Background: an optimization exercise with open tools, aiming at small area, a short achievable clock period and few clock cycles. Do not read the settings as production practice.
Function not checked in this run: the RTL went through the layout flow alone.
Power is estimated from default activity; no workload was simulated.

**run.sh**
```bash
#!/bin/bash
# synth_recipe.tcl (not shown) runs the flow's synth.tcl, then flattens the netlist and writes it again
# the make line also repeats each setting of config.mk as NAME=value (left out here)
make -C /OpenROAD-flow-scripts/flow DESIGN_CONFIG=/design/flow/config.mk WORK_HOME=/design/flow/orfs CLKGATE_MAP_FILE= SYNTH_SCRIPT=/design/flow/synth_recipe.tcl finish
```
**config.mk**
```make
export PLATFORM = sky130hd
export DESIGN_NAME = st_unit
export DESIGN_NICKNAME = st_unit
export VERILOG_FILES = /design/flow/design.v
export SDC_FILE = /design/flow/constraint.sdc
export NUM_CORES = 4
export LEC_CHECK = 0
export CAP_MARGIN = 20
export CORE_MARGIN = 2
export CORE_UTILIZATION = 40
export SLEW_MARGIN = 20
```
**constraint.sdc**
```tcl
create_clock -name core_clock -period 11.0 [get_ports {clk}]
set_input_delay 2.2000 -clock core_clock [delete_from_list [all_inputs] [get_ports {clk}]]
set_output_delay 2.2000 -clock core_clock [all_outputs]
set_load 0.01 [all_outputs]
```
**design.v**
```verilog
module st_unit (
    input             clk,
    input             rst,
    input             cmd_valid,
    output reg        cmd_ready,
    input      [1:0]  cmd_op,
    input      [2:0]  cmd_sel,
    input      [31:0] cmd_x,
    input      [31:0] cmd_n,
    input      [47:0] cmd_mean,
    input      [63:0] cmd_m2,
    output reg        rsp_valid,
    output reg [31:0] rsp_n,
    output reg [47:0] rsp_mean,
    output reg [63:0] rsp_m2,
    output     [63:0] rsp_std,
    output reg        rsp_sat
);
    localparam NINST = 7;
    localparam F     = 16;
    localparam DK  = 3;                   
    localparam DNS = (64 + DK - 1) / DK;  
    localparam SK  = 3;                   
    localparam SNS = (80 + 2*SK - 1) / (2*SK);
    localparam MK  = 4;                   
    localparam MNS = (48 + MK - 1) / MK;
    localparam OP_OBSERVE = 2'd0;
    localparam OP_LOAD    = 2'd1;
    localparam OP_STDDEV  = 2'd2;
    localparam OP_CLEAR   = 2'd3;
    localparam [31:0] SEED_TICKS = 32'd5000;
    localparam S_IDLE  = 4'd0;
    localparam S_SETUP = 4'd1;    
    localparam S_DIV   = 4'd2;    
    localparam S_MEAN  = 4'd3;    
    localparam S_MUL   = 4'd4;    
    localparam S_WB    = 4'd5;    
    localparam S_VDIV  = 4'd6;    
    localparam S_SQSET = 4'd7;    
    localparam S_SQRT  = 4'd8;    
    reg [31:0] st_n    [0:NINST-1];
    reg [47:0] st_mean [0:NINST-1];
    reg [63:0] st_m2   [0:NINST-1];
    reg [NINST-1:0] st_rst;
    reg [3:0]  state;
    reg [1:0]  c_op;
    reg [2:0]  c_sel;
    reg [31:0] c_x;          
    reg [47:0] abs_d;        
    reg [63:0] A;            
    reg [47:0] R;            
    reg [39:0] D;            
    reg [79:0] acc;          
    reg        acc_ov;       
    reg [4:0]  idx;          
    reg        neg;          
    reg        sat_n;
    assign rsp_std = {24'd0, D};
    wire accept = cmd_valid & cmd_ready;
    wire        cur_rst  = st_rst[c_sel];
    wire [31:0] cur_n    = cur_rst ? ((c_sel == 3'd0) ? 32'd1 : 32'd0) : st_n[c_sel];
    wire [47:0] cur_mean = cur_rst ? ((c_sel == 3'd0) ? {SEED_TICKS, {F{1'b0}}} : 48'd0) : st_mean[c_sel];
    wire [63:0] cur_m2   = cur_rst ? 64'd0 : st_m2[c_sel];
    wire [47:0] xf       = {c_x, {F{1'b0}}};
    wire        n_full   = &cur_n;
    wire [31:0] n_new    = n_full ? cur_n : cur_n + 32'd1;
    wire [48:0] dpos     = {1'b0, xf} - {1'b0, cur_mean};
    wire [47:0] dneg     = cur_mean - xf;
    wire        d_neg    = dpos[48];
    wire [47:0] d_abs    = d_neg ? dneg : dpos[47:0];
    wire        n_lt2    = (cur_n[31:1] == 31'd0);
    wire [63:0] dvd      = (c_op == OP_OBSERVE) ? {16'd0, d_abs} : cur_m2;
    reg  [4:0]  dvd_top;
    integer j;
    always @* begin
        dvd_top = 5'd0;
        for (j = 0; j < DNS; j = j + 1)
            if (|(({{(DNS*DK-64){1'b0}}, dvd} >> (j*DK)) & {DK{1'b1}})) dvd_top = j;
    end
    wire [DNS*DK-1:0] A_ext = {{(DNS*DK-64){1'b0}}, A};
    wire [DK-1:0] dv_bits = A_ext[idx*DK +: DK];
    reg  [31:0]   dv_r;
    reg  [DK-1:0] dv_q;
    reg  [32:0]   dv_rs;
    reg  [33:0]   dv_df;
    integer t;
    always @* begin
        dv_r = R[31:0];
        for (t = DK - 1; t >= 0; t = t - 1) begin
            dv_rs = {dv_r, dv_bits[t]};
            dv_df = {1'b0, dv_rs} - {2'b0, D[31:0]};
            dv_q[t] = ~dv_df[33];
            dv_r = dv_df[33] ? dv_rs[31:0] : dv_df[31:0];
        end
    end
    reg [DNS*DK-1:0] A_qw;
    always @* begin
        A_qw = A_ext;
        A_qw[idx*DK +: DK] = dv_q;
    end
    wire [47:0] quot   = A[47:0];
    wire [47:0] d2_abs = abs_d - quot;
    reg  [4:0]  d2_top;
    always @* begin
        d2_top = 5'd0;
        for (j = 0; j < MNS; j = j + 1)
            if (|((d2_abs >> (j*MK)) & {MK{1'b1}})) d2_top = j;
    end
    wire [MNS*MK-1:0] R_ext = R;
    wire [MK-1:0] mul_dig = R_ext[idx*MK +: MK];
    reg  [47+MK:0] mul_pp;
    always @* begin
        mul_pp = 0;
        for (t = 0; t < MK; t = t + 1)
            if (mul_dig[t]) mul_pp = mul_pp + ({{MK{1'b0}}, abs_d} << t);
    end
    wire [79+MK:0] mul_sum = {acc, {MK{1'b0}}} + {{(32){1'b0}}, mul_pp};
    wire           mul_ov  = acc_ov | (|mul_sum[79+MK:80]);
    wire [47:0] mean_new = neg ? (cur_mean - quot) : (cur_mean + quot);
    wire [64:0] m2_sum   = {1'b0, cur_m2} + {1'b0, acc[79:F]};
    wire        m2_ovf   = acc_ov | m2_sum[64];
    wire [63:0] m2_new   = m2_ovf ? 64'hFFFF_FFFF_FFFF_FFFF : m2_sum[63:0];
    wire [SNS*2*SK-1:0] rad = {{(SNS*2*SK-80){1'b0}}, A, {F{1'b0}}};
    reg  [4:0] rad_top;
    always @* begin
        rad_top = 5'd0;
        for (j = 0; j < SNS; j = j + 1)
            if (|((rad >> (j*2*SK)) & {(2*SK){1'b1}})) rad_top = j;
    end
    wire [2*SK-1:0] sq_bits = rad[idx*2*SK +: 2*SK];
    reg  [40:0] sq_r;
    reg  [39:0] sq_q;
    reg  [42:0] sq_rs;
    reg  [42:0] sq_tr;
    reg  [43:0] sq_df;
    always @* begin
        sq_r = R[40:0];
        sq_q = D;
        for (t = SK - 1; t >= 0; t = t - 1) begin
            sq_rs = {sq_r, sq_bits[2*t+1 -: 2]};
            sq_tr = {1'b0, sq_q, 2'b01};
            sq_df = {1'b0, sq_rs} - {1'b0, sq_tr};
            sq_q  = {sq_q[38:0], ~sq_df[43]};
            sq_r  = sq_df[43] ? sq_rs[40:0] : sq_df[40:0];
        end
    end
    reg [31:0] n_aft;
    reg [47:0] mean_aft;
    reg [63:0] m2_aft;
    always @* begin
        case (c_op)
        OP_LOAD:    begin n_aft = c_x;      mean_aft = abs_d;    m2_aft = A;      end
        OP_CLEAR:   begin n_aft = 32'd0;    mean_aft = 48'd0;    m2_aft = 64'd0;  end
        OP_OBSERVE: begin n_aft = D[31:0];  mean_aft = mean_new; m2_aft = m2_new; end
        default:    begin n_aft = cur_n;    mean_aft = cur_mean; m2_aft = cur_m2; end
        endcase
    end
    wire st_we = (state == S_WB) | ((state == S_SETUP) & c_op[0]);
    wire last = (state == S_WB) | ((state == S_SETUP) & c_op[0]) |
                ((state == S_SQRT) & (idx == 5'd0));
    wire free = (state == S_IDLE) | last;
    reg [3:0] ns;
    reg [4:0] nidx;
    always @* begin
        ns   = state;
        nidx = idx;
        case (state)
        S_IDLE: ;
        S_SETUP: begin
            case (c_op)
            OP_OBSERVE: begin ns = S_DIV; nidx = dvd_top; end
            OP_STDDEV:  if (n_lt2) ns = S_IDLE;
                        else begin ns = S_VDIV; nidx = dvd_top; end
            default:    ns = S_IDLE;
            endcase
        end
        S_DIV:   begin nidx = idx - 5'd1; if (idx == 5'd0) ns = S_MEAN; end
        S_VDIV:  begin nidx = idx - 5'd1; if (idx == 5'd0) ns = S_SQSET; end
        S_MEAN:  begin ns = S_MUL; nidx = d2_top; end
        S_MUL:   begin nidx = idx - 5'd1; if (idx == 5'd0) ns = S_WB; end
        S_WB:    ns = S_IDLE;
        S_SQSET: begin ns = S_SQRT; nidx = rad_top; end
        S_SQRT:  begin nidx = idx - 5'd1; if (idx == 5'd0) ns = S_IDLE; end
        default: ns = S_IDLE;
        endcase
        if (accept) ns = S_SETUP;
    end
    wire ready_nx = (ns == S_IDLE) | (ns == S_WB) |
                    ((ns == S_SETUP) & cmd_op[0]) |
                    ((ns == S_SQRT) & (nidx == 5'd0));
    integer i;
    always @(posedge clk) begin
        if (rst) begin
            state     <= S_IDLE;
            cmd_ready <= 1'b1;
            rsp_valid <= 1'b0;
            st_rst    <= {NINST{1'b1}};
        end else begin
            state     <= ns;
            idx       <= nidx;
            cmd_ready <= ready_nx;
            rsp_valid <= last | ((state == S_SETUP) & (c_op == OP_STDDEV) & n_lt2);
            if (st_we) st_rst[c_sel] <= 1'b0;
        end
        if (st_we) begin
            st_n[c_sel]    <= n_aft;
            st_mean[c_sel] <= mean_aft;
            st_m2[c_sel]   <= m2_aft;
        end
        rsp_n    <= n_aft;
        rsp_mean <= mean_aft;
        rsp_m2   <= m2_aft;
        rsp_sat  <= (state == S_WB) & (sat_n | m2_ovf);
        begin
            case (state)
            S_SETUP: begin
                if (c_op == OP_OBSERVE) begin
                    abs_d <= d_abs;
                    neg   <= d_neg;
                    sat_n <= n_full;
                end
                A <= dvd;
                R <= 48'd0;
                D <= (c_op == OP_OBSERVE) ? {8'd0, n_new} :
                     n_lt2 ? 40'd0 : {8'd0, cur_n - 32'd1};
            end
            S_DIV, S_VDIV: begin
                A <= A_qw[63:0];
                R <= {16'd0, dv_r};
            end
            S_MEAN: begin
                R      <= d2_abs;
                acc    <= 80'd0;
                acc_ov <= 1'b0;
            end
            S_MUL: begin
                acc    <= mul_sum[79:0];
                acc_ov <= mul_ov;
            end
            S_SQSET: begin
                R <= 48'd0;
                D <= 40'd0;
            end
            S_SQRT: begin
                R <= {7'd0, sq_r};
                D <= sq_q;
            end
            default: ;
            endcase
        end
        if (accept) begin
            c_op  <= cmd_op;
            c_sel <= cmd_sel;
            c_x   <= (cmd_op == OP_LOAD) ? cmd_n : cmd_x;
            abs_d <= cmd_mean;
            A     <= cmd_m2;
        end
    end
endmodule
```
==> metrics.yaml <==
outcome: "failed layout checks"
violatedChecks: "setup timing"
p_total_mw: 44.4
ant_nets: 0
cts_tree: "built"
postSynthCellCount: 10400
synth_edf_count: 1333
drt-total-wl_mm: 515
synthArstFlopShare_pct: 0
via_count: 95800
n_fill_cell: 23200
min_period_ns: 11.38
yosys_warnings: 1
cts_hold_buf: 0
final_util_pct: 50.8
wire_per_inst_um: 33.1
slowest_stage: "or4_4"
start_util_pct: 40.1
ys_seq_area_share_pct: 42.1
dr.pass1.iters: 9
power.clock.fraction_pct: 13.4
fin_nets: 12800
pwr-share-comb_pct: 70.3
instances_no_fill: 15500
layout_common_cells: "buf_4, edfxtp_1, nand2_1"
area_delta_synth_final_pct: 26.5
place_inst: 15100
h-tree-depth: 4
crit_fanout: 7
drive_above_1_share_pct: 22.3
tightest_slew_ns: 1.35
synth_area_per_cell_sq_um: 9.92
grt.busiest_layer: "met2"
synth_area_leaders: "edfxtp_1, ha_1, a21oi_1, mux2i_1, mux4_2"
via_per_inst: 6.16
fmax_ghz: 0.0878
cts.path.max_buffers: 4
clk_root_buffer_cell: "clkbuf_16"
drtIter0Drc: 11400
die_w_um: 511
grt_pass1_wl_mm: 703
place.gp.congestion: 1.10
finalCritPeriodShare_pct: 103
p_sw_mw: 19.4
cp_slowest_stage_delay_ns: 0.56
p_int_mw: 25.0
grtUsageTotal_pct: 37.8
die_area_sq_um: 261000
row_count: 186
setup_viol: 74
maxSlewHeadroom_pct: 9.38
final_common_cell: "buf_4"
cap_violations: 0
power.leakage_nw: 52.5
cp-start-kind: "flop"
crit_required_ns: 11.57
grt_max_degree: 116
clock_latency_ns: 0.88
hold_path_class: "reg -> reg"
pwr_density_cell_nw_per_um2: 342
port_buffers: 370
grt_overflow: 0
core_region_area_sq_um: 256000
vdd_drop_max_mv: 0.449
cts_made_buffers: 173
use_met3_pct: 6.82
synth-seq-cells: 1494
fin_ws_ns: -0.384
drv_slew: 0
p_sw_share_pct: 43.7
syn_area_sq_um: 103000
fin_skew_ns: 0.0948
clk_pin_slew_ns: 0.07
synth_top_area_share_pct: 38.9
antenna_found_initial: 57
crit_type: "reg -> reg"
drc: 0
cp-end-kind: "flop"
yosys.cell_types.count: 101
cp.arrival_ns: 11.96
grt.met1_usage_pct: 50.4
hpwl_mm: 404
yosysTopAreaCell: "edfxtp_1"
finalHoldViolCount: 0
clkSinkCount: 1494
grtUsageMet2_pct: 56.8
synthFlopType: "edfxtp_1"
p_seq_share_pct: 16.3
num_io_pins: 395
rsz0062_at_grt: "true"
grt_pass1_vias: 90400
fp.dieH_um: 511
worst paths after layout:
path | slack (ns) | cells past startpoint | endpoint | startpoint
worst max-delay path | -0.38 | 49 | R[19] | idx[0]
worst min-delay path | 0.46 | 2 | st_rst[4] | st_rst[4]
worst max register to register | -0.38 | 49 | R[19] | idx[0]
worst min register to register | 0.46 | 2 | st_rst[4] | st_rst[4]
repair_timing:
item                       CTS  global route
buffers inserted            65            77
pin swaps                  106           250
setup endpoints to repair  100           107
gates cloned                 7             2
resized for setup          238           369
worst max-delay path, delay by kind of cell, from the launching register on:
family,cells,cell delay (ns)
AO/OA/AOI/OAI,26,5.62
AND/OR/NAND/NOR,10,2.04
multiplexers,4,1.42
buffers and inverters,6,0.92
adder cells (fa/ha/maj),3,0.70
flip-flops,1,0.40
cells by family (layout without fill, tap and decap cells):
kind of cell    count (synthesis)  after routing  share of synthesized area [%]
simple gates                 3016           3017                           13.8
compound gates               2993           2993                           18.5
flops                        1494           1494                           42.1
buf+inv                       911           2655                           3.57
mux                           712            712                           9.07
fa+ha+maj                     649            649                           7.97
xor+xnor                      591            591                           5.03
other cells                     1             50                        0.00365
synthesized netlist by cell type (73+ instances only):
| cell type | number |
|---|---|
| edfxtp_1 | 1333 |
| nand2_1 | 876 |
| nor2_1 | 871 |
| a21oi_1 | 821 |
| o21ai_0 | 705 |
| ha_1 | 637 |
| xnor2_1 | 402 |
| inv_1 | 387 |
| mux2i_1 | 385 |
| clkbuf_1 | 355 |
| a21o_1 | 321 |
| nor3_1 | 228 |
| nand2b_1 | 193 |
| nand3_1 | 193 |
| xor2_1 | 189 |
| mux2_2 | 168 |
| dfxtp_1 | 161 |
| mux4_2 | 159 |
| o22ai_1 | 152 |
| o21a_1 | 124 |
| and2_1 | 114 |
| a31oi_1 | 106 |
| and3_1 | 102 |
| nor2b_1 | 93 |
| o21bai_1 | 86 |
| a211oi_1 | 85 |
| nand4_1 | 81 |
| o211ai_1 | 73 |
sequential cells by signal, summed over array words and instances (netlist names), named ones only:
| register | count |
|---|---|
| A | 64 |
| D | 40 |
| R | 48 |
| abs_d | 48 |
| acc | 80 |
| acc_ov | 1 |
| c_op | 2 |
| c_sel | 3 |
| c_x | 32 |
| cmd_ready | 1 |
| idx | 5 |
| neg | 1 |
| rsp_m2 | 64 |
| rsp_mean | 48 |
| rsp_n | 32 |
| rsp_sat | 1 |
| rsp_valid | 1 |
| sat_n | 1 |
| st_m2 | 448 |
| st_mean | 336 |
| st_n | 224 |
| st_rst | 7 |
| state | 4 |
per-layer routing:
metal	part of all wire [%]	routed length [um]	up-vias
li1	-	-	42100
met5	0.020	103	-
met2	43	222000	4976
met4	7.4	38400	16
met1	41	209000	47600
met3	8.9	45800	1056
layout make-up:
type	instances	area, sq um	share of cell area [%]
Sequential cell	1494	43300	33.3
Tap cell	3384	4230	3.26
Multi-Input combinational cell	7986	59000	45.3
Antenna cell	26	65.1	0.0500
Timing Repair Buffer	1948	16300	12.5
Clock inverter	83	993	0.764
Clock buffer	229	4740	3.65
Inverter	395	1490	1.14
per-stage QoR:
| stage | TNS (ns) | cell area (sq um) | setup WS [ns] | hold slack [ns] |
|---|---|---|---|---|
| after floorplan | -460.70 | 103000 | -1.03 | 0.431 |
| after global placement | -79.12 | 120000 | -1.05 | 0.442 |
| after detailed placement | -90.07 | 120000 | -1.18 | 0.447 |
| after CTS | -13.51 | 128000 | -0.354 | 0.455 |
| after global routing | -51.60 | 130000 | -0.820 | 0.484 |
| final | -17.81 | 130000 | -0.384 | 0.465 |
power groups by stage:
| stage | clock network, mW | registers (mW) | logic, mW |
|---|---|---|---|
| global route | 6.21 | 7.24 | 33.0 |
| global placement | 0 | 7.34 | 26.8 |
| detailed placement | 0 | 7.34 | 27.0 |
| finish | 5.96 | 7.25 | 31.2 |
| floorplan | 0 | 7.18 | 15.4 |
| CTS | 6.02 | 7.23 | 29.4 |

## port drivers added, routing unchanged
The flow's constraints put no driver on any port. The routed layout listed below was extracted and timed again, unchanged, in two steps.
Step 1: set_driving_cell puts a clkbuf_16 on clk and a buf_2 on each other input, an assumption about the parent block.
Step 2 also shifts input and output timing later by t, the mid clock arrival at the registers, as if the neighbouring blocks saw the same clock.
a / b / c = ideal / step 1 / step 2; a / b = the first two.
t (ns): 0.946
setup WS [ns]: -0.384 / -0.384 / -0.384
hold WS [ns]: 0.465 / 0.465 / 0.465
cell pins on the clock port's net: 1
The setup slack of this run moves by 0.000 ns with the drivers and by 0.000 ns with both steps.
